What follows belongs to an exercise in optimizing a design on an open flow for small area; a production flow would make more cautious choices.
In this exercise RTL edits were held to simulation tests only and were not proved equivalent to the original.
The clock port is modelled as an ideal driver; clocking choices that lean on that would not hold on a real chip.
No activity file was given, so power comes from the tool's default toggle rates.

// yarisc_core
module yarisc_core (
    input  wire        clk,
    input  wire        rst,           
    output wire        mem_req,
    output wire        mem_we,
    output wire [15:0] mem_addr,
    output wire [15:0] mem_wdata,
    input  wire        mem_ready,
    input  wire [15:0] mem_rdata,
    output wire        halted,
    output wire        panicked,
    output wire [1:0]  panic_code,
    input  wire [3:0]  dbg_sel,
    output wire [15:0] dbg_data
);
    localparam [3:0] S_LDIP   = 4'd0,
                     S_FETCH  = 4'd1,
                     S_INC    = 4'd3,
                     S_FETCH2 = 4'd2,
                     S_INC2   = 4'd6,
                     S_EX1    = 4'd7,
                     S_EX2    = 4'd5,
                     S_MEM    = 4'd4,
                     S_HALT   = 4'd12,
                     S_PANIC  = 4'd13,
                     S_CLR    = 4'd8;
    reg [3:0]  state;
    reg [15:0] x [0:7];               
    reg        flag_c, flag_z;
    reg [15:6] ir;                    
    reg [3:0]  op;                    
    reg [15:0] t;                     
    reg [1:0]  pcode;                 
    wire [5:0] wop = mem_rdata[5:0];
    wire w_legal = (wop == 6'h01) | (wop == 6'h02) | (wop == 6'h04) | (wop == 6'h10) |
                   (wop == 6'h11) | (wop == 6'h2A) | (wop == 6'h2C) | (wop == 6'h3E) |
                   (wop == 6'h3F);
    wire two_op   = !op[3] & !op[2];
    wire three_op = !op[3] &  op[2];
    wire is_mov   = two_op & op[0];
    wire is_ldr   = two_op & op[1];
    wire is_str   = two_op & !op[1] & !op[0];
  ...
==> flow/config.mk <==
export PLATFORM = sky130hd
export DESIGN_NAME = yarisc_core
export DESIGN_NICKNAME = yarisc_core
export VERILOG_FILES = /design/flow/design.v
export SDC_FILE = /design/flow/constraint.sdc
export NUM_CORES = 4
export LEC_CHECK = 0
export CAP_MARGIN = 20
export CORE_MARGIN = 2
export CORE_UTILIZATION = 40
export PLACE_DENSITY = 0.6
export SLEW_MARGIN = 20
export SYNTH_HIERARCHICAL = 1
export SYNTH_MINIMUM_KEEP_SIZE = 0
==> flow/constraint.sdc <==
create_clock -name core_clock -period 8.0 [get_ports {clk}]
set_input_delay 1.6000 -clock core_clock [delete_from_list [all_inputs] [get_ports {clk}]]
set_output_delay 1.6000 -clock core_clock [all_outputs]
set_load 0.01 [all_outputs]
standard.sh (not shown) runs the stock make flow with config.mk's settings and CLKGATE_MAP_FILE= SYNTH_SCRIPT=/design/flow/synth_recipe.tcl, a recipe that flattens the netlist after the stock synthesis.
==> flow/flow/run.sh <==
#!/bin/bash
# The standard layout (standard.sh) with these changes:
#  - synthesis maps the logic with an area-oriented ABC script (flow/area.abc);
#    flip-flops, their names and cell types are those of the standard synthesis;
#  - port buffers use the smallest buffer (buf_1) instead of the resizer's default pick;
#  - clock tree synthesis without dummy loads, with clkbuf_4 buffers; after it,
#    flow/post_cts.tcl gives clkbuf_16 to the root and clkbuf_8 to buffers whose
#    flip-flops would see a slow clock edge.
set -euo pipefail
here=$(pwd)
export FLOW_ABC_SCRIPT="$here/flow/area.abc"
export BUFFER_PORTS_ARGS="-buffer_cell sky130_fd_sc_hd__buf_1"
export CTS_ARGS="-sink_clustering_enable -repair_clock_nets -dont_use_dummy_load -buf_list sky130_fd_sc_hd__clkbuf_4"
export POST_CTS_TCL="$here/flow/post_cts.tcl"
sed "s#$here/synth_recipe.tcl#$here/flow/synth.tcl#" standard.sh > flow_standard.sh
grep -q "flow/synth.tcl" flow_standard.sh
bash flow_standard.sh > run_standard.log 2>&1
==> flow/flow/post_cts.tcl <==
# After CTS (clkbuf_4 tree): give clkbuf_16 to the root buffer and clkbuf_8 to
# every clock buffer whose flip-flop clock pins would see a slow edge; then
# legalize the placement again.
estimate_parasitics -placement
proc clk_sink_slew { inst } {
  set opin [get_pins -of_objects $inst -filter "direction==output"]
  set net [get_nets -of_objects $opin]
  set mx 0
  foreach p [get_pins -of_objects $net -filter "direction==input"] {
    set s [get_property $p slew_max]
    if { $s > $mx } { set mx $s }
  }
  return $mx
}
foreach inst [get_cells -hier clkbuf_0_*] {
  puts "post_cts: [get_full_name $inst] -> clkbuf_16"
  replace_cell $inst sky130_fd_sc_hd__clkbuf_16
}
estimate_parasitics -placement
for { set pass 0 } { $pass < 3 } { incr pass } {
  set changed 0
  foreach inst [get_cells -hier *] {
    if { [get_property $inst ref_name] ne "sky130_fd_sc_hd__clkbuf_4" } { continue }
    set name [get_full_name $inst]
    if { [clk_sink_slew $inst] > 0.112 } {
      puts "post_cts: $name -> clkbuf_8"
      replace_cell $inst sky130_fd_sc_hd__clkbuf_8
      incr changed
    }
  }
  if { $changed == 0 } { break }
  estimate_parasitics -placement
}
foreach inst [get_cells -hier *] {
  if { [string match *clkbuf* [get_property $inst ref_name]] } {
    puts "post_cts: [get_full_name $inst] [get_property $inst ref_name] [clk_sink_slew $inst]"
  }
}
detailed_placement
check_placement -verbose
Other scripts of this flow, unchanged in this note and not shown: flow/flow/area.abc, flow/flow/synth.tcl
Next try:
--- a/flow/flow/post_cts.tcl
+++ b/flow/flow/post_cts.tcl
@@ -25 +25 @@
-    if { [clk_sink_slew $inst] > 0.112 } {
+    if { [clk_sink_slew $inst] > 0.118 } {
- CELL_PAD_IN_SITES_DETAIL_PLACEMENT: default -> 0
- CELL_PAD_IN_SITES_GLOBAL_PLACEMENT: default -> 0
- CORE_UTILIZATION: 40 -> 65
- PLACE_DENSITY: 0.6 -> 0.85
=> Final area went down by 2.0%; routed wire length went down by 6.7%; total power went down by 1.1%; flip-flop and latch count stays the same; cell count went down by 11%; synthesized area does not change.
Next try:
--- a/flow/flow/run.sh
+++ b/flow/flow/run.sh
@@ -6,3 +6 @@
-#  - clock tree synthesis without dummy loads, with clkbuf_4 buffers; after it,
-#    flow/post_cts.tcl gives clkbuf_16 to the root and clkbuf_8 to buffers whose
-#    flip-flops would see a slow clock edge.
+#  - clock tree synthesis without dummy loads, with clkbuf_8 buffers.
@@ -13,2 +11 @@
-export CTS_ARGS="-sink_clustering_enable -repair_clock_nets -dont_use_dummy_load -buf_list sky130_fd_sc_hd__clkbuf_4"
-export POST_CTS_TCL="$here/flow/post_cts.tcl"
+export CTS_ARGS="-sink_clustering_enable -repair_clock_nets -dont_use_dummy_load -buf_list sky130_fd_sc_hd__clkbuf_8"
- CELL_PAD_IN_SITES_DETAIL_PLACEMENT: 0 -> default
- CELL_PAD_IN_SITES_GLOBAL_PLACEMENT: 0 -> default
- CORE_UTILIZATION: 65 -> 40
- PLACE_DENSITY: 0.85 -> 0.6
removed: flow/flow/post_cts.tcl
What happened: Cell count increases by 12%; final area increases by 2.5%; setup slack got worse by 54 ps; via count decreases by 4.1%; die area increases by 60%; clock-buffer cell count does not change; first-iteration DRC count decreases by 26%; fmax decreases by 0.72%; global-route usage decreases by 11 points; synthesized area is unchanged; sequential cell count is unchanged.
Next try:
--- a/flow/flow/run.sh
+++ b/flow/flow/run.sh
@@ -6 +6,3 @@
-#  - clock tree synthesis without dummy loads, with clkbuf_8 buffers.
+#  - clock tree synthesis without dummy loads, with clkbuf_4 buffers; after it,
+#    flow/post_cts.tcl gives clkbuf_16 to the root and clkbuf_8 to buffers whose
+#    flip-flops would see a slow clock edge.
@@ -11 +13,2 @@
-export CTS_ARGS="-sink_clustering_enable -repair_clock_nets -dont_use_dummy_load -buf_list sky130_fd_sc_hd__clkbuf_8"
+export CTS_ARGS="-sink_clustering_enable -repair_clock_nets -dont_use_dummy_load -buf_list sky130_fd_sc_hd__clkbuf_4"
+export POST_CTS_TCL="$here/flow/post_cts.tcl"
==> flow/flow/post_cts.tcl (new file) <==
# After CTS (clkbuf_4 tree): give clkbuf_16 to the root buffer and clkbuf_8 to
# every clock buffer whose flip-flop clock pins would see a slow edge; then
# legalize the placement again.
estimate_parasitics -placement
proc clk_sink_slew { inst } {
  set opin [get_pins -of_objects $inst -filter "direction==output"]
  set net [get_nets -of_objects $opin]
  set mx 0
  foreach p [get_pins -of_objects $net -filter "direction==input"] {
    set s [get_property $p slew_max]
    if { $s > $mx } { set mx $s }
  }
  return $mx
}
foreach inst [get_cells -hier clkbuf_0_*] {
  puts "post_cts: [get_full_name $inst] -> clkbuf_16"
  replace_cell $inst sky130_fd_sc_hd__clkbuf_16
}
estimate_parasitics -placement
for { set pass 0 } { $pass < 3 } { incr pass } {
  set changed 0
  foreach inst [get_cells -hier *] {
    if { [get_property $inst ref_name] ne "sky130_fd_sc_hd__clkbuf_4" } { continue }
    set name [get_full_name $inst]
    if { [clk_sink_slew $inst] > 0.118 } {
      puts "post_cts: $name -> clkbuf_8"
      replace_cell $inst sky130_fd_sc_hd__clkbuf_8
      incr changed
    }
  }
  if { $changed == 0 } { break }
  estimate_parasitics -placement
}
foreach inst [get_cells -hier *] {
  if { [string match *clkbuf* [get_property $inst ref_name]] } {
    puts "post_cts: [get_full_name $inst] [get_property $inst ref_name] [clk_sink_slew $inst]"
  }
}
detailed_placement
check_placement -verbose
- CORE_UTILIZATION: 40 -> 65
- PLACE_DENSITY: 0.6 -> 0.85
Result: The changed run ran to the end with no violations; wire length drops by a few percent; worst setup slack is better by 54 ps; worst hold slack is better by 47 ps; core utilization climbs by 28 points; non-clock buffer count drops by 4; critical path depth does not change.

---

yarisc_core again, from the RTL that the note above started with.
Settings: LEC_CHECK=0, CAP_MARGIN=20, CORE_MARGIN=2, CORE_UTILIZATION=40, PLACE_DENSITY=0.6, SLEW_MARGIN=20, SYNTH_HIERARCHICAL=1, SYNTH_MINIMUM_KEEP_SIZE=0; clock period 8.0 ns.
==> flow/flow/run.sh <==
#!/bin/bash
# The standard layout (standard.sh) with these changes:
#  - synthesis maps the logic with an area-oriented ABC script (flow/area.abc);
#    flip-flops, their names and cell types are those of the standard synthesis;
#  - port buffers use the smallest buffer (buf_1) instead of the resizer's default pick;
#  - clock tree synthesis without dummy loads, with clkbuf_4 buffers; after it,
#    flow/post_cts.tcl gives clkbuf_16 to the root and clkbuf_8 to buffers whose
#    flip-flops would see a slow clock edge.
#  - placement-stage repair buffers with buf_2 at most (flow/small_bufs.tcl).
set -euo pipefail
here=$(pwd)
export FLOW_ABC_SCRIPT="$here/flow/area.abc"
export BUFFER_PORTS_ARGS="-buffer_cell sky130_fd_sc_hd__buf_1"
export CTS_ARGS="-sink_clustering_enable -repair_clock_nets -dont_use_dummy_load -buf_list sky130_fd_sc_hd__clkbuf_4"
export POST_CTS_TCL="$here/flow/post_cts.tcl"
export PRE_GLOBAL_PLACE_TCL="$here/flow/small_bufs.tcl"
export PRE_RESIZE_TCL="$here/flow/small_bufs.tcl"
sed "s#$here/synth_recipe.tcl#$here/flow/synth.tcl#" standard.sh > flow_standard.sh
grep -q "flow/synth.tcl" flow_standard.sh
bash flow_standard.sh > run_standard.log 2>&1
==> flow/flow/post_cts.tcl <==
# After CTS (clkbuf_4 tree): give clkbuf_16 to the root buffer and clkbuf_8 to
# every clock buffer whose flip-flop clock pins would see a slow edge; then
# legalize the placement again.
estimate_parasitics -placement
proc clk_sink_slew { inst } {
  set opin [get_pins -of_objects $inst -filter "direction==output"]
  set net [get_nets -of_objects $opin]
  set mx 0
  foreach p [get_pins -of_objects $net -filter "direction==input"] {
    set s [get_property $p slew_max]
    if { $s > $mx } { set mx $s }
  }
  return $mx
}
foreach inst [get_cells -hier clkbuf_0_*] {
  puts "post_cts: [get_full_name $inst] -> clkbuf_16"
  replace_cell $inst sky130_fd_sc_hd__clkbuf_16
}
estimate_parasitics -placement
for { set pass 0 } { $pass < 3 } { incr pass } {
  set changed 0
  foreach inst [get_cells -hier *] {
    if { [get_property $inst ref_name] ne "sky130_fd_sc_hd__clkbuf_4" } { continue }
    set name [get_full_name $inst]
    if { [clk_sink_slew $inst] > 0.118 } {
      puts "post_cts: $name -> clkbuf_8"
      replace_cell $inst sky130_fd_sc_hd__clkbuf_8
      incr changed
    }
  }
  if { $changed == 0 } { break }
  estimate_parasitics -placement
}
foreach inst [get_cells -hier *] {
  if { [string match *clkbuf* [get_property $inst ref_name]] } {
    puts "post_cts: [get_full_name $inst] [get_property $inst ref_name] [clk_sink_slew $inst]"
  }
}
detailed_placement
check_placement -verbose
==> flow/flow/small_bufs.tcl <==
# Placement-stage repair: buffer high-fanout nets with buf_2 rather than
# buf_4 and larger buffers.
set_dont_use {sky130_fd_sc_hd__buf_4 sky130_fd_sc_hd__buf_6 sky130_fd_sc_hd__buf_8 sky130_fd_sc_hd__buf_12 sky130_fd_sc_hd__buf_16}
Other scripts of this flow, unchanged in this note and not shown: flow/flow/area.abc, flow/flow/synth.tcl
Change:
--- a/flow/flow/run.sh
+++ b/flow/flow/run.sh
@@ -9 +8,0 @@
-#  - placement-stage repair buffers with buf_2 at most (flow/small_bufs.tcl).
@@ -16,2 +14,0 @@
-export PRE_GLOBAL_PLACE_TCL="$here/flow/small_bufs.tcl"
-export PRE_RESIZE_TCL="$here/flow/small_bufs.tcl"
- CORE_UTILIZATION: 40 -> 75
- PLACE_DENSITY: 0.6 -> 0.92
removed: flow/flow/small_bufs.tcl
Effect: Synthesized cell count does not change; total power is about the same; critical path depth climbs by 1; register-to-register slack degrades by 0.20 ns.
Change:
--- a/flow/flow/run.sh
+++ b/flow/flow/run.sh
@@ -6,3 +6 @@
-#  - clock tree synthesis without dummy loads, with clkbuf_4 buffers; after it,
-#    flow/post_cts.tcl gives clkbuf_16 to the root and clkbuf_8 to buffers whose
-#    flip-flops would see a slow clock edge.
+#  - clock tree synthesis without dummy loads, with clkbuf_8 buffers.
@@ -13,2 +11 @@
-export CTS_ARGS="-sink_clustering_enable -repair_clock_nets -dont_use_dummy_load -buf_list sky130_fd_sc_hd__clkbuf_4"
-export POST_CTS_TCL="$here/flow/post_cts.tcl"
+export CTS_ARGS="-sink_clustering_enable -repair_clock_nets -dont_use_dummy_load -buf_list sky130_fd_sc_hd__clkbuf_8 -sink_clustering_size 25 -sink_clustering_levels 1 -num_static_layers 1"
- CORE_UTILIZATION: 75 -> 40
- PLACE_DENSITY: 0.92 -> 0.6
removed: flow/flow/post_cts.tcl
The new run finished clean.
Area after synthesis is unchanged.
Sequential share of layout area falls by 1.4 points.
Cell count climbs by 13%.
Design area rises by 2.4%.

## port drivers added, routing unchanged
The flow's constraints put no driver on any port. The routed layouts listed below were extracted and timed again, unchanged, in two steps.
Step 1 assumes that a clkbuf_16 drives the clock port and a buf_2 every other input.
Step 2 adds t to the input delays and takes it off the output delays; t is the mean of the earliest and latest rising clock arrival at the registers after step 1. Input paths then give back, and output paths get back, about the clock's delay inside the block.
Slacks: ideal ports / drivers / drivers and shift; pairs: ideal ports / drivers.
run | shift t [ns] | setup slack, ns | pins driven straight from the clock port
the first run of note 1 | 0.410 | 0.503 / 0.503 / 0.503 | 1
the second run of note 1 | 0.391 | 0.578 / 0.578 / 0.578 | 1
the third run of note 1 | 0.489 | 0.525 / 0.525 / 0.525 | 1
the fourth run of note 1 | 0.391 | 0.578 / 0.578 / 0.578 | 1
the first run of note 2 | 0.409 | 0.497 / 0.497 / 0.497 | 1
the second run of note 2 | 0.393 | 0.296 / 0.296 / 0.241 | 1
the third run of note 2 | 0.486 | 0.458 / 0.458 / 0.458 | 1
After both steps setup and hold are still met in every run listed. The setup slack of the second run of note 2, which loses most, moves by 0.000 ns with the drivers and by -0.055 ns with both steps.
